Source: an optimization exercise on an open RTL-to-GDS flow (aim: small area, a short achievable clock period and few clock cycles). Production flows keep margins and buffers that such runs may drop.
In this exercise RTL edits were held to simulation tests only and were not proved equivalent to the original.
Power and IR drop assume default switching activity.

File: design/flow/flow/run.sh
#!/bin/bash
# Standard ORFS layout (the standard.sh), with the smallest buffer on
# every input and output port instead of the default clkdlybuf4s50_1.
set -e
export BUFFER_PORTS_ARGS="-buffer_cell sky130_fd_sc_hd__buf_1"
bash standard.sh > standard.log 2>&1
File: design/flow/standard.sh
#!/bin/bash
# synth_recipe.tcl (not shown) runs the flow's synth.tcl, then flattens the netlist and writes it again
# the make line also repeats each setting of config.mk as NAME=value (left out here)
make -C /OpenROAD-flow-scripts/flow DESIGN_CONFIG=/design/flow/config.mk WORK_HOME=/design/flow/orfs CLKGATE_MAP_FILE= SYNTH_SCRIPT=/design/flow/synth_recipe.tcl "${@:-finish}"
File: design/flow/config.mk
export PLATFORM = sky130hd
export DESIGN_NAME = gamepad_engine
export DESIGN_NICKNAME = gamepad_engine
export VERILOG_FILES = /design/flow/design.v
export SDC_FILE = /design/flow/constraint.sdc
export NUM_CORES = 4
export LEC_CHECK = 0
export ABC_AREA = 1
export CAP_MARGIN = 20
export CORE_AREA = 2.3 2.72 138.92 138.72
export DIE_AREA = 0 0 141.11 141.11
export SETUP_SLACK_MARGIN = 2.4
export SLEW_MARGIN = 20
File: design/flow/constraint.sdc
create_clock -name core_clock -period 5.0 [get_ports {clk}]
set_input_delay 1.0000 -clock core_clock [delete_from_list [all_inputs] [get_ports {clk}]]
set_output_delay 1.0000 -clock core_clock [all_outputs]
set_load 0.01 [all_outputs]
File: design/flow/design.v
`timescale 1ns/1ps
module gamepad_engine (
    input  wire        clk,
    input  wire        rst,                  
    input  wire [1:0]  cfg_topology,         
    input  wire        cfg_axis16,           
    input  wire        cfg_hat,              
    input  wire [3:0]  cfg_settle,           
    input  wire [7:0]  cfg_active_period,    
    input  wire [7:0]  cfg_idle_period,      
    input  wire        cmd_valid,
    input  wire [15:0] cmd,
    output wire        cmd_ready,
    output reg  [3:0]  sel,
    input  wire [3:0]  sense,
    output wire        adc_req,
    output wire [1:0]  adc_ch,
    input  wire        adc_ack,
    input  wire [15:0] adc_data,
    input  wire        adc_fail,
    output wire        sink_req,
    output wire        sink_op,              
    output wire [79:0] sink_data,
    input  wire        sink_ack,
    input  wire [7:0]  sink_peers,
    input  wire        sink_fail,
    output reg  [3:0]  result,
    output wire        halted,
    output reg  [2:0]  cause,
    output wire [15:0] info
);
    localparam C_ILLEGAL = 3'd1;
    localparam C_PRECOND = 3'd2;
    localparam C_ADC     = 3'd4;
    localparam C_NOTIFY  = 3'd5;
    reg st_idle, st_dec, st_qry, st_adc, st_scan, st_fin, st_push, st_dly, st_halt;
    reg [1:0] topology;
    reg       axis16;
    reg       hat_mode;
    reg [3:0] settle_m1;     
    reg [7:0] active_period;
    reg [7:0] idle_period;
    reg [15:0] cur_cmd;      
    reg [1:0]  pos;          
    reg [7:0]  cnt;          
    reg [63:0] axes;         
    reg [15:0] btn;          
    wire [2:0] op  = cur_cmd[14:12];
    wire [1:0] g   = cur_cmd[5:4];
    wire [1:0] i   = cur_cmd[1:0];
    wire is_btn  = (op == 3'd1);
    wire is_axes = (op == 3'd2);
    wire is_hat  = (op == 3'd3);
    wire is_tick = (op == 3'd6);
    wire full    = op[2] & ~op[0];           
    wire illegal = (cur_cmd[15:12] == 4'h0) || (cur_cmd[15:12] > 4'h6) ||
                   (cur_cmd[11:8] != 4'h0) ||
                   (cur_cmd[15:12] != 4'h1 && cur_cmd[7:0] != 8'h00) ||
                   (is_hat && !hat_mode);
    wire precond = cur_cmd[7:6] != 2'd0 || cur_cmd[3:2] != 2'd0;
    wire strobe = (topology == 2'd0);
    wire demux  = topology[1];
    function [3:0] hat_encode(input [3:0] d);    
        reg hl, hr;
        begin
            hl = d[2] & ~d[3];
            hr = d[3] & ~d[2];
            if (d[0])      hat_encode = hl ? 4'd8 : (hr ? 4'd2 : 4'd1);
            else if (d[1]) hat_encode = hl ? 4'd6 : (hr ? 4'd4 : 4'd5);
            else if (hl)   hat_encode = 4'd7;
            else if (hr)   hat_encode = 4'd3;
            else           hat_encode = 4'd0;
        end
    endfunction
    assign cmd_ready = st_idle && !rst;
    assign halted    = st_halt;
    assign adc_req   = st_adc;
    assign adc_ch    = pos;
    assign sink_req  = st_qry || st_push;
    assign sink_op   = st_push;
    assign sink_data = {btn, axes[63:48], axis16 ? axes[47:32] : btn, axes[31:0]};
    wire info_hi = (cause == C_ILLEGAL);
    wire info_pc = (cause == C_PRECOND);
    wire info_lo = info_hi || info_pc;
    wire info_ch = (cause == C_ADC);
    assign info = {cur_cmd[15:12] & {4{info_hi}},
                   info_hi ? cur_cmd[11:8] : (info_pc ? cur_cmd[7:4] : 4'd0),
                   cur_cmd[7:4] & {4{info_hi}},
                   cur_cmd[3:2] & {2{info_lo}},
                   info_lo ? cur_cmd[1:0] : (info_ch ? pos : 2'd0)};
    wire [3:0]  sense_m   = sense & {4{~rst}};
    wire [3:0]  col_sense = (sense ^ {4{demux}}) & {4{~rst}};   
    wire [15:0] adc_m     = adc_data & {16{~rst}};
    wire [7:0]  adc_hl    = axis16 ? adc_m[15:8] : adc_m[7:0];
    wire accept   = st_idle && cmd_valid;
    wire decoding = st_dec;
    wire dec_ok   = !illegal && !(is_btn && precond);
    wire adc_wr   = st_adc && adc_ack && !adc_fail;
    wire adc_last = adc_wr && pos == 2'd3;
    wire q_idle   = st_qry && sink_ack && sink_peers == 8'd0;
    wire push_ok  = st_push && sink_ack && !sink_fail;
    wire       scanning  = st_scan;
    wire       sample    = scanning && (strobe ? (sel != 4'd0) : (!demux || cnt[7]));
    wire [1:0] first_pos = is_btn ? (strobe ? g : i) :
                           strobe ? (is_hat ? 2'd3 : 2'd0) : {2{demux & ~is_hat}};
    wire [1:0] last_pos  = is_btn ? (strobe ? g : i) :
                           strobe ? {1'b1, hat_mode} : {1'b1, ~demux | is_hat};
    wire       last      = (pos == last_pos);
    wire       pressed   = strobe ? sense_m[i] : col_sense[g];
    wire [3:0] dpad = strobe ? sense_m :
                      demux  ? {btn[15], col_sense[3], btn[13:12]} :
                               {col_sense[3], btn[14:12]};
    wire [3:0] hat_code = hat_encode(dpad);
    wire       hat_last = last && !rst;
    wire       scan_entry = (decoding && dec_ok && (is_btn || is_hat)) ||
                            (adc_last && !is_axes);
    wire ld_settle = accept || (sample && !last) ||
                     (scan_entry && !(full && sel[1:0] == 2'd3));
    wire ld_none   = !ld_settle && !q_idle && !push_ok;
    reg [3:0] sel_nx;
    always @(*) begin
        sel_nx = sel;
        if (scan_entry)
            sel_nx = strobe ? 4'd0 : {2'b00, first_pos};
        else if (scanning) begin
            if (strobe) begin
                if (sel == 4'd0)
                    sel_nx = 4'd1 << pos;
                else if (!last)
                    sel_nx = 4'd0;
            end else if (sample && !last)
                sel_nx = {2'b00, pos + 2'd1};
        end else if (st_fin && !strobe && !is_btn)
            sel_nx = 4'd3;
    end
    integer k;
    always @(posedge clk) begin
        if (rst) begin
            topology      <= cfg_topology;
            axis16        <= cfg_axis16;
            hat_mode      <= cfg_hat;
            settle_m1     <= cfg_settle - 4'd1;
            active_period <= cfg_active_period;
            idle_period   <= cfg_idle_period;
        end
    end
    always @(posedge clk) begin
        if (rst || (adc_wr && pos == 2'd0))                          axes[7:0]   <= adc_m[7:0];
        if (rst || (adc_wr && (axis16 ? pos == 2'd0 : pos == 2'd1))) axes[15:8]  <= adc_hl;
        if (rst || (adc_wr && (axis16 ? pos == 2'd1 : pos == 2'd2))) axes[23:16] <= adc_m[7:0];
        if (rst || (adc_wr && (axis16 ? pos == 2'd1 : pos == 2'd3))) axes[31:24] <= adc_hl;
        if (rst || (adc_wr && pos == 2'd2))                          axes[47:32] <= adc_m;
        if (rst || (adc_wr && pos == 2'd3))                          axes[63:48] <= adc_m;
        for (k = 0; k < 12; k = k + 1) begin
            if (strobe) begin
                if (rst || (sample && full && pos == k / 4))
                    btn[k] <= sense_m[k % 4];
            end else begin
                if (rst || (sample && full && pos == k % 4))
                    btn[k] <= col_sense[k / 4];
            end
        end
        for (k = 12; k < 16; k = k + 1)
            if (rst || (sample && full && hat_mode && (last || pos == k % 4)))
                btn[k] <= hat_last ? hat_code[k - 12] : col_sense[3];
    end
    always @(posedge clk) begin
        if (accept)
            cur_cmd <= cmd;
        if (decoding || st_qry)
            pos <= dec_ok && (is_btn || is_hat) ? first_pos : 2'd0;
        else if (adc_wr)
            pos <= adc_last ? first_pos : pos + 2'd1;
        else if (sample && !last)
            pos <= pos + 2'd1;
        cnt <= ({8{ld_settle}} & {4'd0, settle_m1}) |
               ({8{q_idle}}    & idle_period) |
               ({8{push_ok}}   & active_period) |
               ({8{ld_none}}   & (cnt - 8'd1));
    end
    wire scan_done = sample && last;
    wire to_fin    = is_hat || (demux && !is_btn);
    wire dly_done  = st_dly && cnt[7:1] == 7'd0;
    wire fault_ill = decoding && illegal;
    wire fault_pre = decoding && !illegal && is_btn && precond;
    wire fault_adc = st_adc && adc_ack && adc_fail;
    wire fault_snk = st_push && sink_ack && sink_fail;
    always @(posedge clk) begin
        if (rst) begin
            st_idle <= 1'b1;
            st_dec  <= 1'b0;
            st_qry  <= 1'b0;
            st_adc  <= 1'b0;
            st_scan <= 1'b0;
            st_fin  <= 1'b0;
            st_push <= 1'b0;
            st_dly  <= 1'b0;
            st_halt <= 1'b0;
            sel     <= 4'd0;
            result  <= 4'd0;
            cause   <= 3'd0;
        end else begin
            sel <= sel_nx;
            st_idle <= (st_idle && !cmd_valid) ||
                       (adc_last && is_axes) ||
                       (scan_done && !to_fin && !is_tick) ||
                       (st_fin && !is_tick) ||
                       (push_ok && !is_tick) ||
                       dly_done;
            st_dec  <= accept && cmd != 16'h6000;
            st_qry  <= (accept && cmd == 16'h6000) || (st_qry && !sink_ack);
            st_adc  <= (decoding && dec_ok && (is_axes || op == 3'd4)) ||
                       (st_qry && sink_ack && sink_peers != 8'd0) ||
                       (st_adc && !(adc_ack && (adc_fail || pos == 2'd3)));
            st_scan <= (decoding && dec_ok && (is_btn || is_hat)) ||
                       (adc_last && !is_axes) ||
                       (st_scan && !scan_done);
            st_fin  <= scan_done && to_fin;
            st_push <= (decoding && dec_ok && op == 3'd5) ||
                       (scan_done && !to_fin && is_tick) ||
                       (st_fin && is_tick) ||
                       (st_push && !sink_ack);
            st_dly  <= q_idle || (push_ok && is_tick) || (st_dly && !dly_done);
            st_halt <= st_halt || fault_ill || fault_pre || fault_adc || fault_snk;
            if (fault_ill) cause <= C_ILLEGAL;
            if (fault_pre) cause <= C_PRECOND;
            if (fault_adc) cause <= C_ADC;
            if (fault_snk) cause <= C_NOTIFY;
            if (sample) begin
                if (is_btn)
                    result <= {3'd0, pressed};
                if (is_hat)
                    result <= strobe ? sense_m : {col_sense[3], result[3:1]};
            end
            if (st_fin && is_hat)
                result <= hat_encode(result);
        end
    end
endmodule
==> flow_metrics.tcl, run 1 <==
set metrics [dict create \
    dieWidth_um 141 \
    avgSynthCellArea_um2 9.88 \
    cts_tree "done" \
    antenna_cells 0 \
    cts-root-buf "clkbuf_16" \
    track_usage 0.185 \
    gp_congestion 0.829 \
    path_clk_slew_ns 0.06 \
    antenna_found_initial 0 \
    syn_area_um2 7410 \
    status "no timing/DRC/antenna violations" \
    fmax_ghz 0.391 \
    finClkSkew_ns 0.00879 \
    cts_made_buffers 17 \
    synth-seq-area-share 0.570 \
    die_area_um2 19900 \
    syn_inst 750 \
    clk_latency_ns 0.43 \
    totalWireLength_um 18400 \
    grt_pass1_vias 5383 \
    tns_ns 0 \
    setup.worst_path.start_class "input pin" \
    min_period_ns 2.56 \
    leakage_uw 0.00356 \
    nFillCells 1767 \
    yosysTopAreaCell "edfxtp_1" \
    finalCritPeriodShare 0.511 \
    initial_core_util 0.399 \
    synth.area.top_cells "edfxtp_1 (49%), dfxtp_1 (7.6%), nand2_1 (6.8%)" \
    io_buffers 188 \
    htreeDepth 4 \
    slew_viol_final 0 \
    tightest_slew_ns 0.821 \
    viasPerCell 4.88 \
    drt-wirelength-per-cell_um 15.9 \
    post-dp-hpwl_um 13800 \
    io_pins 189 \
    row_count 50 \
    min_path_type "flip-flop to flip-flop" \
    final_nets 995 \
    clk_path_buf_depth 2 \
    crit_slowest_cell "buf_8" \
    hold_slack_ns 0.454 \
    path_class "input pin to primary output" \
    cts_sinks 150 \
    syn_to_final_growth_pct 19.0 \
    path_max_fanout 24 \
    initialDrtViolationCount 294 \
    multi_input_area_um2 2370 \
    maxSlewHeadroom 0.449 \
    slowest_delay_ns 0.19 \
    rsz0062_at_grt "no" \
    ys_ff_latch 150 \
    grt_pass1_wl_um 28300 \
    critPathCaptureType "primary output" \
    dr.pass1.iters 5 \
    overflow 0 \
    ant_nets 0 \
    yosysTopAreaCellShare 0.494 \
    vias 5648 \
    syn_nets 835 \
    path_cells "buf_8, buf_12, nor2_1, buf_2" \
    grt_max_degree 36 \
    regArea_um2 4230 \
    max_cap_violations 0 \
    drc 0 \
    ys_types 47 \
    power.density_nw_per_um2 367 \
    yosys_warnings 1 \
    setup_violations 0 \
    ir_drop_v 0.000235 \
    cp.arrival_ns 1.56 \
    hold_viol 0 \
    die_h_um 141 \
    crit_required_ns 4.00 \
    core_um2 18600 \
    drive_gt1_frac 0.114 \
]
==> stage by stage <==
stage	area (µm²)	std cells	utilization	setup slack, ns	power [µW]
2_1_floorplan	7410	750	-	2.43	1840
3_3_place_gp	8030	1115	0.432	1.76	1960
3_5_place_dp	8030	1115	0.432	1.70	1970
4_1_cts	8740	1150	0.470	2.38	3260
5_1_grt	8820	1157	0.475	2.39	3370
6_report	8820	1157	0.475	2.44	3240
==> cell usage after synthesis (all sizes together) <==
cell type,number
mux2,14
nor2,67
o221ai,1
or2,3
o31ai,2
clkbuf,11
dfxtp,28
buf,52
nor4,3
nand4,3
o211ai,2
nand2,144
edfxtp,122
o32ai,1
or4,1
a22oi,1
nand3,45
a211oi,2
a31oi,5
o21ai,54
xnor2,5
xor2,7
ha,10
and2,2
inv,108
o22ai,9
a22o,8
nor3,7
a21oi,32
o21bai,1
==> layout by cell type, fill, tap and decap left out, types with 4 or more instances in the layout <==
cell type | synthesis | routed
a21oi_1 | 30 | 30
a22o_1 | 8 | 8
a31oi_1 | 5 | 5
buf_1 | 1 | 185
buf_4 | 50 | 11
clkbuf_16 | 0 | 17
dfxtp_1 | 28 | 27
edfxtp_1 | 122 | 122
ha_1 | 10 | 10
inv_1 | 101 | 101
inv_2 | 5 | 4
mux2_2 | 14 | 14
nand2_1 | 135 | 134
nand2_2 | 6 | 7
nand3_1 | 37 | 35
nand3_2 | 5 | 6
nand3_4 | 3 | 4
nor2_1 | 63 | 63
nor3_1 | 6 | 6
o21ai_0 | 48 | 45
o21ai_1 | 2 | 5
o22ai_1 | 9 | 9
xnor2_1 | 5 | 5
xor2_1 | 7 | 7
==> per-layer routing <==
metal / routed length (µm) / global-route usage / vias up
li1: - / - / 2799
met1: 8000 / 0.234 / 2600
met2: 8860 / 0.316 / 234
met3: 1360 / 0.0493 / 15
met4: 193 / 0.0511 / 0
met5: 0 / 0 / -
==> registers in the layout (all words and copies together) (netlist names), 2 cells and up <==
name           cells
btn               16
axes              64
pos                2
cnt                8
cur_cmd           16
sel                4
topology           2
idle_period        8
result             4
active_period      8
cause              3
settle_m1          4
==> path summary, 6_finish.rpt <==
path | startpoint | end | slack, ns | depth (start not counted)
worst min register to register | settle_m1[0] | cnt[0] | 0.45 | 2
worst min-delay path | settle_m1[0] | cnt[0] | 0.45 | 2
worst max register to register | topology[1] | btn[14] | 2.68 | 10
worst max-delay path | rst | cmd_ready | 2.44 | 4
==> report_power, final <==
group | switching (µW) | internal (µW)
Sequential | 61.0 | 1470
Combinational | 268 | 164
Clock | 518 | 757
Total | 847 | 2390
==> area by class of cell <==
cell class              instances  area share
clock buffers                  20      0.0507
clock inverters                12      0.0163
inverters                     108      0.0468
multi-input cells             429       0.269
flip-flops and latches        150       0.479
well taps                     234      0.0332
repair buffers                204       0.105
==> logic make-up after synthesis <==
logic type / count (synthesis) / share of synthesized area
and+or+nand+nor: 275 / 0.170
adders and majority gates: 10 / 0.0169
DFF: 150 / 0.570
AOI/OAI and AO/OA: 118 / 0.0949
muxes: 14 / 0.0213
buffers and inverters: 171 / 0.113
xor gates and xnor gates: 12 / 0.0142
==> worst max-delay path, delay by kind of cell <==
family                 cells  cell delay, ns
buffers and inverters      3            0.50
and+or+nand+nor            1            0.05
==> what timing repair did <==
| action | 4_1_cts | 5_1_grt |
|---|---|---|
| resized for setup | 11 | 7 |
| hold buffers | 0 | 0 |
| cloned | 2 | 0 |
| endpoints found under the setup margin | 43 | 36 |
| setup buffers | 1 | 7 |
| pin swaps | 0 | 2 |
Testbench counts, summed over its fixed seeds: cycles 10,562.
==> run 2: changes to the inputs <==
--- a/design/flow/config.mk
+++ b/design/flow/config.mk
@@ -9,4 +9,6 @@
 export CAP_MARGIN = 20
 export CORE_AREA = 2.3 2.72 138.92 138.72
+export CTS_BUF_LIST = sky130_fd_sc_hd__clkbuf_8
+export CTS_CLUSTER_SIZE = 20
 export DIE_AREA = 0 0 141.11 141.11
 export SETUP_SLACK_MARGIN = 2.4
==> run 2 against run 1 <==
  * Largest power group unchanged
  * Register-to-register slack barely moved
  * Count of clock-buffer cells in the layout fell by 2
  * Critical endpoint is now sink_data[36]
  * Global-route usage rose by 0.080 points
==> flow_metrics.tcl, run 2 <==
set metrics [dict create \
    status "no timing/DRC/antenna violations" \
    setup_violations 0 \
    drt-wirelength-per-cell_um 16.0 \
    htreeDepth 4 \
    cts_tree "done" \
    final_common_cell "buf_1" \
    antenna_found_initial 0 \
    synth-seq-area-share 0.570 \
    overflow 0 \
    path_clk_slew_ns 0.09 \
    io_pins 189 \
    final_cell_mix "buf_1 (183), nand2_1 (135), edfxtp_1 (122)" \
    ir_drop_v 0.000203 \
    syn_nets 835 \
    die_area_um2 19900 \
    ys_types 47 \
    antenna_cells 0 \
    synthFlopType "edfxtp_1" \
    track_usage 0.186 \
    gp_congestion 0.829 \
    grt_pass1_vias 5378 \
    syn_to_final_growth_pct 16.6 \
    synth.area.top_cells "edfxtp_1 (49%), dfxtp_1 (7.6%), nand2_1 (6.8%)" \
    io_buffers 188 \
    leakage_uw 0.00350 \
    hold_viol 0 \
    syn_inst 750 \
    final_nets 997 \
    max_cap_violations 0 \
    avgSynthCellArea_um2 9.88 \
    setup_ws_ns 2.44 \
    finalCritPeriodShare 0.512 \
    crit_required_ns 4.00 \
    setup.worst_path.start_class "flip-flop" \
    drc 0 \
    cts_sinks 150 \
    yosys-top-cells-count "nand2_1 (135), edfxtp_1 (122), inv_1 (101)" \
    vias 5641 \
    cts_made_buffers 17 \
    rsz0062_at_grt "yes" \
    max_flop_register "axes" \
    row_count 50 \
    power.density_nw_per_um2 337 \
    largest_reg_flops 64 \
    yosysTopAreaCell "edfxtp_1" \
    yosysTopAreaCellShare 0.494 \
    grt_max_degree 36 \
    min_path_type "flip-flop to flip-flop" \
    postCtsHoldBufs 0 \
    path_max_fanout 17 \
    viasPerCell 4.87 \
    cts-root-buf "clkbuf_8" \
    syn_area_um2 7410 \
    initial_core_util 0.399 \
    path_class "flip-flop to primary output" \
    drive_gt1_frac 0.121 \
    post-place-ws_ns 1.70 \
    fmax_ghz 0.390 \
    reg_top3 "axes (64), btn (16), cur_cmd (16)" \
    yosysMostFrequentCell "nand2_1" \
    yosys_warnings 1 \
    slew_viol_final 0 \
    dr.pass1.iters 5 \
    synthArstFlopShare 0 \
    grt_pass1_wl_um 28200 \
    core_um2 18600 \
    maxSlewHeadroom 0.444 \
    ys_ff_latch 150 \
    critPathCaptureType "primary output" \
    dieWidth_um 141 \
    ant_nets 0 \
    cp.arrival_ns 1.56 \
    tns_ns 0 \
    nFillCells 1814 \
    min_period_ns 2.56 \
    initialDrtViolationCount 302 \
    totalWireLength_um 18500 \
    clk_path_buf_depth 2 \
    finClkSkew_ns 0.0109 \
    clk_latency_ns 0.47 \
    tightest_slew_ns 0.832 \
    die_h_um 141 \
    post-dp-hpwl_um 13800 \
    synth_enable_flop_cells 122 \
]
-- run 2: cell types whose count changed in the layout (fill, tap and decap cells not counted), sizes merged --
cell / delta
buf: +3
clkbuf: -3
inv: +2
-- run 2: where the power goes --
part           leakage (µW)  internal [µW]  switching [µW]
clock network      0.000205            461             486
logic               0.00184            165             267
registers           0.00145           1470            61.1
total               0.00350           2090             814
-- run 2: area by class of cell --
class	instances	area (µm²)	area share
clock buffers	18	248	0.0287
clock inverters	14	151	0.0175
inverters	108	413	0.0478
multi-input cells	429	2370	0.275
flip-flops and latches	150	4230	0.489
well taps	234	293	0.0339
repair buffers	206	932	0.108
-- run 2: worst paths after layout --
kind	from	to	slack, ns	cells past startpoint
setup / recovery	axis16	sink_data[36]	2.44	3
hold / removal	settle_m1[0]	cnt[0]	0.46	2
setup reg to reg	topology[1]	btn[7]	2.68	8
hold reg to reg	settle_m1[0]	cnt[0]	0.46	2
-- run 2: per-stage QoR --
| step | total power [µW] | util | hold WS [ns] | cells | area [µm²] |
|---|---|---|---|---|---|
| final | 2910 | 0.465 | 0.459 | 1159 | 8640 |
| after global routing | 3030 | 0.465 | 0.484 | 1159 | 8640 |
| after CTS | 2920 | 0.461 | 0.463 | 1152 | 8570 |
| after detailed placement | 1970 | 0.432 | 0.443 | 1115 | 8030 |
| after global placement | 1960 | 0.432 | 0.434 | 1115 | 8030 |
| after floorplan | 1840 | - | 0.421 | 750 | 7410 |
-- run 2: what timing repair did --
| action | in CTS | in global routing |
|---|---|---|
| setup buffers | 3 | 7 |
| gates resized for setup | 16 | 7 |
| gates cloned | 2 | 0 |
| pin swaps | 0 | 2 |
| endpoints found under the setup margin | 51 | 34 |
-- run 2: worst max-delay path, stage by stage, from the launching register on --
cell and delay [ns]:
edfxtp_1 0.43, buf_12 0.18, mux2_2 0.35, buf_1 0.13
-- run 2: layer usage --
metal	share of wire	track usage
met1	0.43	0.232
met2	0.47	0.310
met3	0.081	0.0543
met4	0.017	0.0637
met5	0	0
-- run 2: kinds of logic after synthesis --
group,after synthesis,share of synthesized area
buffers and inverters,171,0.113
AOI/OAI and AO/OA,118,0.0949
and+or+nand+nor,275,0.170
DFF,150,0.570
adders and majority gates,10,0.0169
xor gates and xnor gates,12,0.0142
muxes,14,0.0213
==> run 3: changes to the inputs <==
--- a/design/flow/design.v
+++ b/design/flow/design.v
@@ -27,11 +27,7 @@
     output reg  [3:0]  result,
     output wire        halted,
-    output reg  [2:0]  cause,
+    output wire [2:0]  cause,
     output wire [15:0] info
 );
-    localparam C_ILLEGAL = 3'd1;
-    localparam C_PRECOND = 3'd2;
-    localparam C_ADC     = 3'd4;
-    localparam C_NOTIFY  = 3'd5;
     reg st_idle, st_dec, st_qry, st_adc, st_scan, st_fin, st_push, st_dly, st_halt;
     reg [1:0] topology;
@@ -46,4 +42,5 @@
     reg [63:0] axes;         
     reg [15:0] btn;          
+    reg        f_ill, f_pre, f_adc, f_snk;    
     wire [2:0] op  = cur_cmd[14:12];
     wire [1:0] g   = cur_cmd[5:4];
@@ -79,14 +76,12 @@
     assign sink_req  = st_qry || st_push;
     assign sink_op   = st_push;
-    assign sink_data = {btn, axes[63:48], axis16 ? axes[47:32] : btn, axes[31:0]};
-    wire info_hi = (cause == C_ILLEGAL);
-    wire info_pc = (cause == C_PRECOND);
-    wire info_lo = info_hi || info_pc;
-    wire info_ch = (cause == C_ADC);
-    assign info = {cur_cmd[15:12] & {4{info_hi}},
-                   info_hi ? cur_cmd[11:8] : (info_pc ? cur_cmd[7:4] : 4'd0),
-                   cur_cmd[7:4] & {4{info_hi}},
+    assign sink_data = {btn, axes};
+    assign cause = {f_adc | f_snk, f_pre, f_ill | f_snk};
+    wire   info_lo = f_ill | f_pre;
+    assign info = {cur_cmd[15:12] & {4{f_ill}},
+                   (cur_cmd[11:8] & {4{f_ill}}) | (cur_cmd[7:4] & {4{f_pre}}),
+                   cur_cmd[7:4] & {4{f_ill}},
                    cur_cmd[3:2] & {2{info_lo}},
-                   info_lo ? cur_cmd[1:0] : (info_ch ? pos : 2'd0)};
+                   (cur_cmd[1:0] & {2{info_lo}}) | (pos & {2{f_adc}})};
     wire [3:0]  sense_m   = sense & {4{~rst}};
     wire [3:0]  col_sense = (sense ^ {4{demux}}) & {4{~rst}};   
@@ -150,18 +145,27 @@
         if (rst || (adc_wr && (axis16 ? pos == 2'd1 : pos == 2'd2))) axes[23:16] <= adc_m[7:0];
         if (rst || (adc_wr && (axis16 ? pos == 2'd1 : pos == 2'd3))) axes[31:24] <= adc_hl;
-        if (rst || (adc_wr && pos == 2'd2))                          axes[47:32] <= adc_m;
         if (rst || (adc_wr && pos == 2'd3))                          axes[63:48] <= adc_m;
+        for (k = 0; k < 16; k = k + 1) begin
+            if (btn_en[k])
+                btn[k] <= btn_d[k];
+            if (axis16 ? (rst || (adc_wr && pos == 2'd2)) : btn_en[k])
+                axes[32 + k] <= axis16 ? adc_m[k] : btn_d[k];
+        end
+    end
+    reg [15:0] btn_en, btn_d;
+    always @(*) begin
         for (k = 0; k < 12; k = k + 1) begin
             if (strobe) begin
-                if (rst || (sample && full && pos == k / 4))
-                    btn[k] <= sense_m[k % 4];
+                btn_en[k] = rst || (sample && full && pos == k / 4);
+                btn_d[k]  = sense_m[k % 4];
             end else begin
-                if (rst || (sample && full && pos == k % 4))
-                    btn[k] <= col_sense[k / 4];
+                btn_en[k] = rst || (sample && full && pos == k % 4);
+                btn_d[k]  = col_sense[k / 4];
             end
         end
-        for (k = 12; k < 16; k = k + 1)
-            if (rst || (sample && full && hat_mode && (last || pos == k % 4)))
-                btn[k] <= hat_last ? hat_code[k - 12] : col_sense[3];
+        for (k = 12; k < 16; k = k + 1) begin
+            btn_en[k] = rst || (sample && full && hat_mode && (last || pos == k % 4));
+            btn_d[k]  = hat_last ? hat_code[k - 12] : col_sense[3];
+        end
     end
     always @(posedge clk) begin
@@ -199,5 +203,8 @@
             sel     <= 4'd0;
             result  <= 4'd0;
-            cause   <= 3'd0;
+            f_ill   <= 1'b0;
+            f_pre   <= 1'b0;
+            f_adc   <= 1'b0;
+            f_snk   <= 1'b0;
         end else begin
             sel <= sel_nx;
@@ -223,8 +230,8 @@
             st_dly  <= q_idle || (push_ok && is_tick) || (st_dly && !dly_done);
             st_halt <= st_halt || fault_ill || fault_pre || fault_adc || fault_snk;
-            if (fault_ill) cause <= C_ILLEGAL;
-            if (fault_pre) cause <= C_PRECOND;
-            if (fault_adc) cause <= C_ADC;
-            if (fault_snk) cause <= C_NOTIFY;
+            if (fault_ill) f_ill <= 1'b1;
+            if (fault_pre) f_pre <= 1'b1;
+            if (fault_adc) f_adc <= 1'b1;
+            if (fault_snk) f_snk <= 1'b1;
             if (sample) begin
                 if (is_btn)
==> run 3 against run 2 <==
  * Global-route usage is 0.96 points higher
  * Via count is 6.6% higher
  * Sequential power about the same
  * Critical endpoint is now cmd_ready
  * Still clean on timing, DRC and antenna
==> flow_metrics.tcl, run 3 <==
set metrics [dict create \
    path_delay_family "buffers and inverters" \
    status "no timing/DRC/antenna violations" \
    seq_power_share 0.532 \
    io_pins 189 \
    drt-wirelength-per-cell_um 15.8 \
    yosys_warnings 1 \
    ys_ff_latch 151 \
    post-place-ws_ns 1.90 \
    yosys-top-cells-count "nand2_1 (225), edfxtp_1 (122), inv_1 (97)" \
    critPathCaptureType "primary output" \
    final_cell_mix "nand2_1 (224), buf_1 (187), edfxtp_1 (122)" \
    cts_tree "done" \
    die_area_um2 19900 \
    cp.arrival_ns 1.70 \
    overflow 0 \
    io_buffers 188 \
    final_nets 1055 \
    p_comb_frac 0.150 \
    crit_required_ns 4.00 \
    cts_sinks 151 \
    nFillCells 1849 \
    max_flop_register "axes" \
    maxSlewHeadroom 0.468 \
    synth.area.top_cells "edfxtp_1 (51%), nand2_1 (12%), dfxtp_1 (8.1%)" \
    slowest_delay_ns 0.26 \
    yosysMostFrequentCell "nand2_1" \
    cts-root-buf "clkbuf_8" \
    ant_nets 0 \
    antenna_cells 0 \
    multi_input_area_um2 2490 \
    initialDrtViolationCount 408 \
    yosysTopAreaCellShare 0.512 \
    viasPerCell 4.94 \
    switching_share 0.297 \
    drive_gt1_frac 0.0865 \
    final_common_cell "nand2_1" \
    crit_slowest_cell "buf_2" \
    tightest_slew_ns 0.797 \
    track_usage 0.196 \
    internal_power_uw 2040 \
    path_max_fanout 22 \
    clkPwrFrac 0.318 \
    power.density_nw_per_um2 335 \
    finalCritPeriodShare 0.540 \
    syn_area_um2 7160 \
    cts_made_buffers 17 \
    row_count 50 \
    syn_inst 771 \
    clk_latency_ns 0.48 \
    drc 0 \
    hold_viol 0 \
    synthFlopType "edfxtp_1" \
    min-delay-start "active_period[5]" \
    largest_reg_flops 64 \
    post-dp-hpwl_um 14300 \
    totalWireLength_um 19200 \
    die_h_um 141 \
    clk_path_buf_depth 2 \
    vias 6011 \
    antenna_found_initial 0 \
    slew_viol_final 0 \
    yosysTopAreaCell "edfxtp_1" \
    core_um2 18600 \
    regArea_um2 4250 \
    grt_pass1_wl_um 30100 \
    ys_types 43 \
    synth_enable_flop_cells 122 \
    setup_violations 0 \
    crit_buf_inv 3 \
    syn_to_final_growth_pct 20.8 \
    dr.pass1.iters 5 \
    grt_pass1_vias 5846 \
    startpoint "rst" \
    htreeDepth 4 \
    synthArstFlopShare 0 \
    min_path_type "flip-flop to flip-flop" \
    avgSynthCellArea_um2 9.28 \
    r2r-start "topology[1]" \
    setup.worst_path.start_class "input pin" \
    grt_max_degree 44 \
    path_class "input pin to primary output" \
    syn_nets 856 \
    fmax_ghz 0.371 \
    ir_drop_v 0.000201 \
    finClkSkew_ns 0.0132 \
    initial_core_util 0.385 \
    tns_ns 0 \
    setup_ws_ns 2.30 \
    dieWidth_um 141 \
    gp_congestion 0.837 \
    switching_power_uw 860 \
    max_cap_violations 0 \
    path_clk_slew_ns 0.08 \
    rsz0062_at_grt "yes" \
    reg_top3 "axes (64), btn (16), cur_cmd (16)" \
    path_cells "buf_2, buf_12, nor2_4, buf_1" \
    synth-seq-area-share 0.593 \
    min_period_ns 2.70 \
    leakage_uw 0.00360 \
]
[run 3: changes by cell type after synthesis, moves of 7 or more]
| cell | previous run | this run |
|---|---|---|
| a22o_1 | 8 | 1 |
| buf_4 | 50 | 2 |
| mux2_2 | 14 | 0 |
| nand2_1 | 135 | 225 |
| nand3_1 | 37 | 47 |
| nor2_1 | 63 | 51 |
| o22ai_1 | 9 | 2 |
[run 3: kinds of logic (layout without fill, tap and decap cells)]
group                    Yosys count  count (layout)  synth area share
AO/OA/AOI/OAI                    109             109            0.0876
XOR/XNOR                          10              10            0.0122
adder cells (fa/ha/maj)           10              10            0.0175
buffers and inverters            123             335            0.0659
flip-flops                       151             151             0.593
AND/OR/NAND/NOR                  368             368             0.224
[run 3: stage by stage]
| step | instances | instance area [µm²] | power, µW | hold slack (ns) | util |
|---|---|---|---|---|---|
| 6_report | 1217 | 8640 | 2900 | 0.467 | 0.465 |
| 5_1_grt | 1217 | 8640 | 3040 | 0.489 | 0.465 |
| 3_5_place_dp | 1179 | 8130 | 1990 | 0.449 | 0.437 |
| 2_1_floorplan | 771 | 7170 | 1840 | 0.435 | - |
| 3_3_place_gp | 1179 | 8130 | 1990 | 0.444 | 0.437 |
| 4_1_cts | 1213 | 8530 | 2910 | 0.468 | 0.459 |
[run 3: metal layers]
layer	vias up	global-route usage	part of all wire
met5	-	0	0
met1	2777	0.256	0.44
met2	246	0.324	0.47
met4	0	0.0579	0.015
met3	25	0.0472	0.075
li1	2963	-	-
[run 3: what timing repair did]
item / 4_1_cts / 5_1_grt
setup buffers: 2 / 2
gates cloned: 0 / 1
hold buffers: 0 / 0
setup endpoints to repair: 55 / 65
gates resized for setup: 4 / 15
[run 3: cell type report]
cell class	instances	area share
tap	234	0.0339
clock inverter	15	0.0166
multi-input combinational	497	0.289
sequential	151	0.491
clock buffer	17	0.0271
timing repair buffer	201	0.0983
inverter	102	0.0443
[run 3: worst reg2reg max path, cell delays in order (launching register included)]
cell and delay, ns:
edfxtp_1 0.46, buf_4 0.23, o21ai_1 0.33, nand2_1 0.09
a21oi_1 0.21, inv_1 0.08, ha_1 0.32, nor2_1 0.06
o221ai_1 0.19, nand2_2 0.07, nand2_1 0.06, nand2_1 0.05
[run 3: worst paths after layout]
check,to,slack [ns],depth (start not counted)
setup / recovery,cmd_ready,2.30,4
setup reg to reg,axes[45],2.62,11
hold / removal,cnt[5],0.47,2
hold reg to reg,cnt[5],0.47,2
[run 3: power groups by stage]
stage / combinational (µW) / clock, µW / sequential [µW]
2_1_floorplan: 254 / 0 / 1580
3_3_place_gp: 413 / 0 / 1570
3_5_place_dp: 420 / 0 / 1570
4_1_cts: 426 / 941 / 1540
5_1_grt: 490 / 993 / 1550
6_report: 434 / 923 / 1540
Testbench counts of run 3, summed over its fixed seeds: cycles 10,562.
==> run 4: changes to the inputs <==
--- a/design/flow/config.mk
+++ b/design/flow/config.mk
@@ -10,6 +10,7 @@
 export CORE_AREA = 2.3 2.72 138.92 138.72
 export CTS_BUF_LIST = sky130_fd_sc_hd__clkbuf_8
-export CTS_CLUSTER_SIZE = 20
+export CTS_CLUSTER_DIAMETER = 120
+export CTS_CLUSTER_SIZE = 40
 export DIE_AREA = 0 0 141.11 141.11
-export SETUP_SLACK_MARGIN = 2.4
+export SETUP_SLACK_MARGIN = 2.6
 export SLEW_MARGIN = 20
==> run 4 against run 3 <==
  * Worst setup slack better by 0.25 ns
  * Total power is 0.25% higher
  * Critical path depth stayed put
  * Cell area is 1.7% higher
  * Still clean on timing, DRC and antenna
  * Combinational power is 5.1% higher
  * Hold slack worse by 0.00082 ns
  * Register-to-register slack better by 0.11 ns
  * Non-clock buffer count is 3 higher
  * Fmax is 10% higher
  * Synthesized cell count stayed put
==> flow_metrics.tcl, run 4 <==
set metrics [dict create \
    power.density_nw_per_um2 331 \
    avgSynthCellArea_um2 9.28 \
    r2r_slack_ns 2.73 \
    crit_buf_inv 3 \
    clk_latency_ns 0.46 \
    setup_violations 0 \
    yosysMostFrequentCell "nand2_1" \
    yosys-top-cells-count "nand2_1 (225), edfxtp_1 (122), inv_1 (97)" \
    path_delay_family "buffers and inverters" \
    synthSimpleGateAreaFrac 0.224 \
    antenna_found_initial 0 \
    overflow 0 \
    path_clk_slew_ns 0.08 \
    cts_sinks 151 \
    final_cells 1220 \
    dr.pass1.iters 5 \
    clkPwrFrac 0.313 \
    path_max_fanout 4 \
    yosysTopAreaCell "edfxtp_1" \
    rsz0062_at_grt "yes" \
    r2r-start "topology[1]" \
    cts_tree "done" \
    status "no timing/DRC/antenna violations" \
    seq_power_share 0.530 \
    syn_area_um2 7160 \
    tns_ns 0 \
    leakage_uw 0.00366 \
    min_path_type "flip-flop to flip-flop" \
    die_area_um2 19900 \
    placedCellCount 1175 \
    placed_cell_area_um2 8120 \
    die_h_um 141 \
    timing.rr.end "axes[35]" \
    total_power_uw 2910 \
    reg_top3 "axes (64), btn (16), cur_cmd (16)" \
    setup.worst_path.start_class "input pin" \
    switching_share 0.295 \
    row_count 50 \
    synthAdderAreaFrac 0.0175 \
    viasPerCell 4.90 \
    met2_usage 0.336 \
    drc 0 \
    min-delay-start "active_period[5]" \
    critPathCaptureType "primary output" \
    syn_nets 856 \
    drt-wirelength-per-cell_um 16.0 \
    final_nets 1058 \
    ir_drop_v 0.000236 \
    grt_pass1_wl_um 30300 \
    io_buffers 188 \
    crit_required_ns 4.00 \
    max_cap_violations 0 \
    nFillCells 1824 \
    io_pins 189 \
    synthXorXnorAreaFrac 0.0122 \
    grtUsageMet3 0.0455 \
    synth_mux_area_frac 0 \
    internal_power_uw 2050 \
    yosysTopAreaCellShare 0.512 \
    final_common_cell "nand2_1" \
    initial_core_util 0.385 \
    synth_top_family_by_area "simple AND/OR/NAND/NOR gates" \
    finalCritPeriodShare 0.490 \
    path_class "input pin to primary output" \
    min_period_ns 2.45 \
    syn_to_final_growth_pct 22.8 \
    antenna_cells 0 \
    startpoint "rst" \
    hold_viol 0 \
    drive_gt1_frac 0.102 \
    synth-seq-area-share 0.593 \
    min_path_cells 2 \
    cts_made_buffers 17 \
    synthFlopType "edfxtp_1" \
    totalWireLength_um 19500 \
    track_usage 0.199 \
    core_um2 18600 \
    maxSlewHeadroom 0.475 \
    post-dp-hpwl_um 14100 \
    grt_pass1_vias 5682 \
    largest_reg_flops 64 \
    synth.area.top_cells "edfxtp_1 (51%), nand2_1 (12%), dfxtp_1 (8.1%)" \
    syn_inst 771 \
    yosys_warnings 1 \
    synthArstFlopShare 0 \
    ys_types 43 \
    whs_endpoint "cnt[5]" \
    grt_max_degree 42 \
    p_comb_frac 0.157 \
    gp_congestion 0.977 \
    busiest_layer "met2" \
    clk_path_buf_depth 2 \
    ant_nets 0 \
    grtUsageMet1 0.257 \
    tightest_slew_ns 0.786 \
    max_flop_register "axes" \
    synth_enable_flop_cells 122 \
    synth_compound_area_frac 0.0876 \
    htreeDepth 4 \
    path_cells "clkbuf_16, buf_12, nor2_4, buf_6" \
    cp.arrival_ns 1.45 \
    final_cell_mix "nand2_1 (223), buf_1 (185), edfxtp_1 (122)" \
    slew_viol_final 0 \
    initialDrtViolationCount 285 \
    vias 5976 \
    slowest_delay_ns 0.14 \
    finClkSkew_ns 0.00972 \
    ff2ff_path_depth 12 \
    fin_area_um2 8790 \
    ys_ff_latch 151 \
    dieWidth_um 141 \
    fmax_ghz 0.408 \
    switching_power_uw 856 \
    cts-root-buf "clkbuf_8" \
    crit_slowest_cell "clkbuf_16" \
]
## run 4: kinds of logic after synthesis
kind of cell	count (synthesis)
adders and majority gates	10
and+or+nand+nor	368
DFF	151
AOI/OAI and AO/OA	109
xor gates and xnor gates	10
buffers and inverters	123
## run 4: repair_timing
action	in CTS	in global routing
gates cloned	2	0
hold buffers	0	0
pin swaps	1	1
setup endpoints to repair	107	94
setup buffers	8	2
gates resized for setup	19	17
## run 4: metal layers
| layer | part of all wire | up-vias |
|---|---|---|
| li1 | - | 2987 |
| met1 | 0.44 | 2737 |
| met2 | 0.48 | 231 |
| met3 | 0.074 | 21 |
| met4 | 0.015 | 0 |
| met5 | 0 | - |
## run 4: worst max path at each step
stage / to / slack [ns] / cells after the start
after CTS: axes[45] / 2.46 / 11
after detailed placement: axes[45] / 1.84 / 13
after global routing: cmd_ready / 2.53 / 4
after global placement: axes[45] / 1.86 / 13
final: cmd_ready / 2.55 / 4
after floorplan: cmd_ready / 2.54 / 4
## run 4: power by group through the flow
stage               registers (µW)  clock network [µW]  logic [µW]
floorplan                     1580                   0         261
global placement              1570                   0         416
detailed placement            1570                   0         421
CTS                           1540                 930         449
global route                  1550                 982         514
finish                        1540                 910         456
## run 4: worst reg2reg max path, cell delays in order (launching register included)
cell,delay [ns]
edfxtp_1,0.50
inv_2,0.18
nand2_8,0.14
nor2_2,0.21
inv_1,0.06
nand2_1,0.16
inv_4,0.10
nand2_2,0.17
o21ai_1,0.12
nand2_1,0.16
nand2_1,0.11
nand2_1,0.07
nand2_1,0.05
## run 4: stage by stage
step	setup slack [ns]	utilization	hold WS, ns
final	2.55	0.473	0.466
after global routing	2.53	0.473	0.497
after floorplan	2.54	-	0.435
after CTS	2.46	0.468	0.467
after global placement	1.86	0.437	0.443
after detailed placement	1.84	0.437	0.449
## run 4: area by class of cell
class	count	area, µm²	area share
clock buffers	17	234	0.0266
clock inverters	15	143	0.0162
inverters	102	388	0.0441
multi-input cells	497	2550	0.290
flip-flops and latches	151	4250	0.483
well taps	234	293	0.0333
repair buffers	204	933	0.106
==> run 5: changes to the inputs <==
--- a/design/flow/config.mk
+++ b/design/flow/config.mk
@@ -8,9 +8,7 @@
 export ABC_AREA = 1
 export CAP_MARGIN = 20
-export CORE_AREA = 2.3 2.72 138.92 138.72
+export CORE_AREA = 2.3 2.72 112.7 111.52
 export CTS_BUF_LIST = sky130_fd_sc_hd__clkbuf_8
-export CTS_CLUSTER_DIAMETER = 120
-export CTS_CLUSTER_SIZE = 40
-export DIE_AREA = 0 0 141.11 141.11
+export DIE_AREA = 0 0 115.0 114.24
 export SETUP_SLACK_MARGIN = 2.6
 export SLEW_MARGIN = 20
==> run 5 against run 4 <==
  * Utilization increased by 25 points
  * First-iteration DRC count is 98% higher
  * Die area decreased by 34%
  * Clock power down 2.6%
  * Count of clock-buffer cells in the layout is the same
  * Via count up 3.5%
  * Total power shrank 0.81%
  * Cell area down 1.0%
  * Cell count is 6.7% lower
  * Worst setup slack better by 0.016 ns
  * Critical endpoint unchanged
  * Largest power group unchanged
  * Highest routed layer unchanged
==> flow_metrics.tcl, run 5 <==
set metrics [dict create \
    status "no timing/DRC/antenna violations" \
    rsz0062_at_grt "yes" \
    synthArstFlopShare 0 \
    final_nets 1063 \
    setup_ws_ns 2.57 \
    clk_latency_ns 0.45 \
    leakage_uw 0.00366 \
    maxSlewHeadroom 0.471 \
    ys_types 43 \
    clk_path_buf_depth 2 \
    track_usage 0.278 \
    max_flop_register "axes" \
    gp_congestion 0.938 \
    dieWidth_um 115 \
    cp.arrival_ns 1.43 \
    yosysTopAreaCell "edfxtp_1" \
    finalCritPeriodShare 0.487 \
    busiest_layer "met2" \
    final_cell_mix "nand2_1 (222), buf_1 (186), edfxtp_1 (122)" \
    syn_inst 771 \
    regArea_um2 4250 \
    core_um2 12000 \
    finClkSkew_ns 0.0129 \
    ant_nets 0 \
    io_pins 189 \
    cts_sinks 151 \
    max_cap_violations 0 \
    synth-seq-area-share 0.593 \
    grtUsageMet1 0.332 \
    synthAdderAreaFrac 0.0175 \
    path_max_fanout 2 \
    cts_made_buffers 17 \
    post-dp-hpwl_um 13000 \
    drt-wirelength-per-cell_um 15.8 \
    die_h_um 114 \
    grt_pass1_vias 5759 \
    power.density_nw_per_um2 331 \
    min_path_type "flip-flop to flip-flop" \
    post-place-ws_ns 1.91 \
    fmax_ghz 0.411 \
    yosys_warnings 1 \
    synth_top_family_by_area "simple AND/OR/NAND/NOR gates" \
    syn_to_final_growth_pct 21.6 \
    dr.pass1.iters 6 \
    largest_reg_flops 64 \
    syn_nets 856 \
    yosysTopAreaCellShare 0.512 \
    drc 0 \
    crit_required_ns 4.00 \
    nFillCells 968 \
    cts_tree "done" \
    initial_core_util 0.596 \
    synth_enable_flop_cells 122 \
    syn_area_um2 7160 \
    ir_drop_v 0.000217 \
    cts-root-buf "clkbuf_8" \
    synth_mux_area_frac 0 \
    multi_input_area_um2 2550 \
    viasPerCell 5.44 \
    row_count 40 \
    min_period_ns 2.43 \
    hold_viol 0 \
    antenna_cells 0 \
    antenna_found_initial 0 \
    avgSynthCellArea_um2 9.28 \
    critPathCaptureType "primary output" \
    grt_max_degree 42 \
    htreeDepth 4 \
    slew_viol_final 0 \
    vias 6188 \
    yosys-top-cells-count "nand2_1 (225), edfxtp_1 (122), inv_1 (97)" \
    setup.worst_path.start_class "input pin" \
    postCtsHoldBufs 0 \
    setup_violations 0 \
    overflow 0 \
    tightest_slew_ns 0.788 \
    path_class "input pin to primary output" \
    yosysMostFrequentCell "nand2_1" \
    synth.area.top_cells "edfxtp_1 (51%), nand2_1 (12%), dfxtp_1 (8.1%)" \
    grtUsageMet3 0.0508 \
    path_clk_slew_ns 0.08 \
    synthSimpleGateAreaFrac 0.224 \
    initialDrtViolationCount 563 \
    ys_ff_latch 151 \
    die_area_um2 13100 \
    reg_top3 "axes (64), btn (16), cur_cmd (16)" \
    synth_compound_area_frac 0.0876 \
    totalWireLength_um 18000 \
    met2_usage 0.485 \
    final_common_cell "nand2_1" \
    tns_ns 0 \
    io_buffers 188 \
    drive_gt1_frac 0.108 \
    grt_pass1_wl_um 27800 \
    synthXorXnorAreaFrac 0.0122 \
    synthFlopType "edfxtp_1" \
]
==> run 5: cell counts after synthesis <==
No cell type changed its count.
==> run 5: logic make-up (layout without fill, tap and decap cells) <==
kind of cell             count (synthesis)  after routing
AND/OR/NAND/NOR                        368            368
adder cells (fa/ha/maj)                 10             10
buffers and inverters                  123            343
AO/OA/AOI/OAI                          109            109
XOR/XNOR                                10             10
flip-flops                             151            151
==> run 5: per-stage QoR <==
step / power (µW) / std cells / utilization / cell area, µm² / hold WS [ns]
CTS: 2870 / 1127 / 0.711 / 8530 / 0.476
finish: 2880 / 1138 / 0.724 / 8700 / 0.469
detailed placement: 1980 / 1087 / 0.667 / 8010 / 0.453
floorplan: 1840 / 771 / - / 7220 / 0.435
global route: 3000 / 1138 / 0.724 / 8700 / 0.506
global placement: 1970 / 1087 / 0.667 / 8010 / 0.443
==> run 5: layout make-up <==
class	instances	area share
Clock buffer	17	0.0269
Clock inverter	15	0.0161
Inverter	102	0.0447
Multi-Input combinational cell	497	0.293
Sequential cell	151	0.488
Tap cell	147	0.0211
Timing Repair Buffer	208	0.109
Timing Repair inverter	1	0.000863
==> run 5: critical path: stages <==
cell	delay [ns]
clkbuf_16	0.13
buf_16	0.13
nor2_4	0.07
buf_6	0.10
==> run 5: worst paths after layout <==
path                    start   endpoint  slack, ns  cells past startpoint
max                       rst  cmd_ready       2.57                      4
min          active_period[6]     cnt[6]       0.47                      2
max reg2reg       topology[1]   axes[33]       2.74                     11
min reg2reg  active_period[6]     cnt[6]       0.47                      2
==> run 5: timing repair <==
| item | 4_1_cts | 5_1_grt |
|---|---|---|
| pin swaps | 0 | 3 |
| gates cloned | 2 | 1 |
| resized for setup | 14 | 19 |
| setup endpoints to repair | 78 | 95 |
| setup buffers | 6 | 10 |
==> run 5: metal layers <==
layer / part of all wire / routed length [µm]
met3: 0.072 / 1310
met1: 0.39 / 7120
met5: 0 / 0
met2: 0.50 / 9030
met4: 0.032 / 571
==> run 5: where the power goes <==
group          switching, µW  total, µW  internal [µW]
combinational            289        453            164
clock                    483        886            403
sequential              61.0       1540           1480

[port drivers added, routing unchanged]
The flow's constraints put no driver on any port. The routed layouts listed below were extracted and timed again, unchanged, in two steps. Step 1, drivers: a clkbuf_16 drives clk and a buf_2 each remaining input, both assumed. Step 2 times the ports against the registers' clock, not the clock port: input delays grow and output delays shrink by t, the midpoint of the rising clock arrivals with the driver on. Three values: ideal, step 1, step 2; two values: the first two.
run | shift t [ns] | setup slack, ns | hold slack, ns | latest minus earliest clock arrival (ns) | worst data-port slew with drivers (ns)
run 1 | 0.459 | 2.444 / 2.391 / 2.062 | 0.454 / 0.454 / 0.454 | 0.012 / 0.012 | 0.05
run 2 | 0.506 | 2.439 / 2.393 / 2.055 | 0.459 / 0.459 / 0.459 | 0.014 / 0.014 | 0.05
run 3 | 0.504 | 2.302 / 2.266 / 2.054 | 0.467 / 0.467 / 0.467 | 0.013 / 0.014 | 0.05
run 4 | 0.494 | 2.549 / 2.495 / 2.128 | 0.466 / 0.466 / 0.466 | 0.009 / 0.010 | 0.07
run 5 | 0.482 | 2.566 / 2.481 / 2.183 | 0.469 / 0.469 / 0.469 | 0.013 / 0.013 | 0.12
After both steps every run listed still meets setup and hold. For run 4, which loses most, drivers alone change the setup slack by -0.054 ns; drivers and shift together by -0.421 ns.
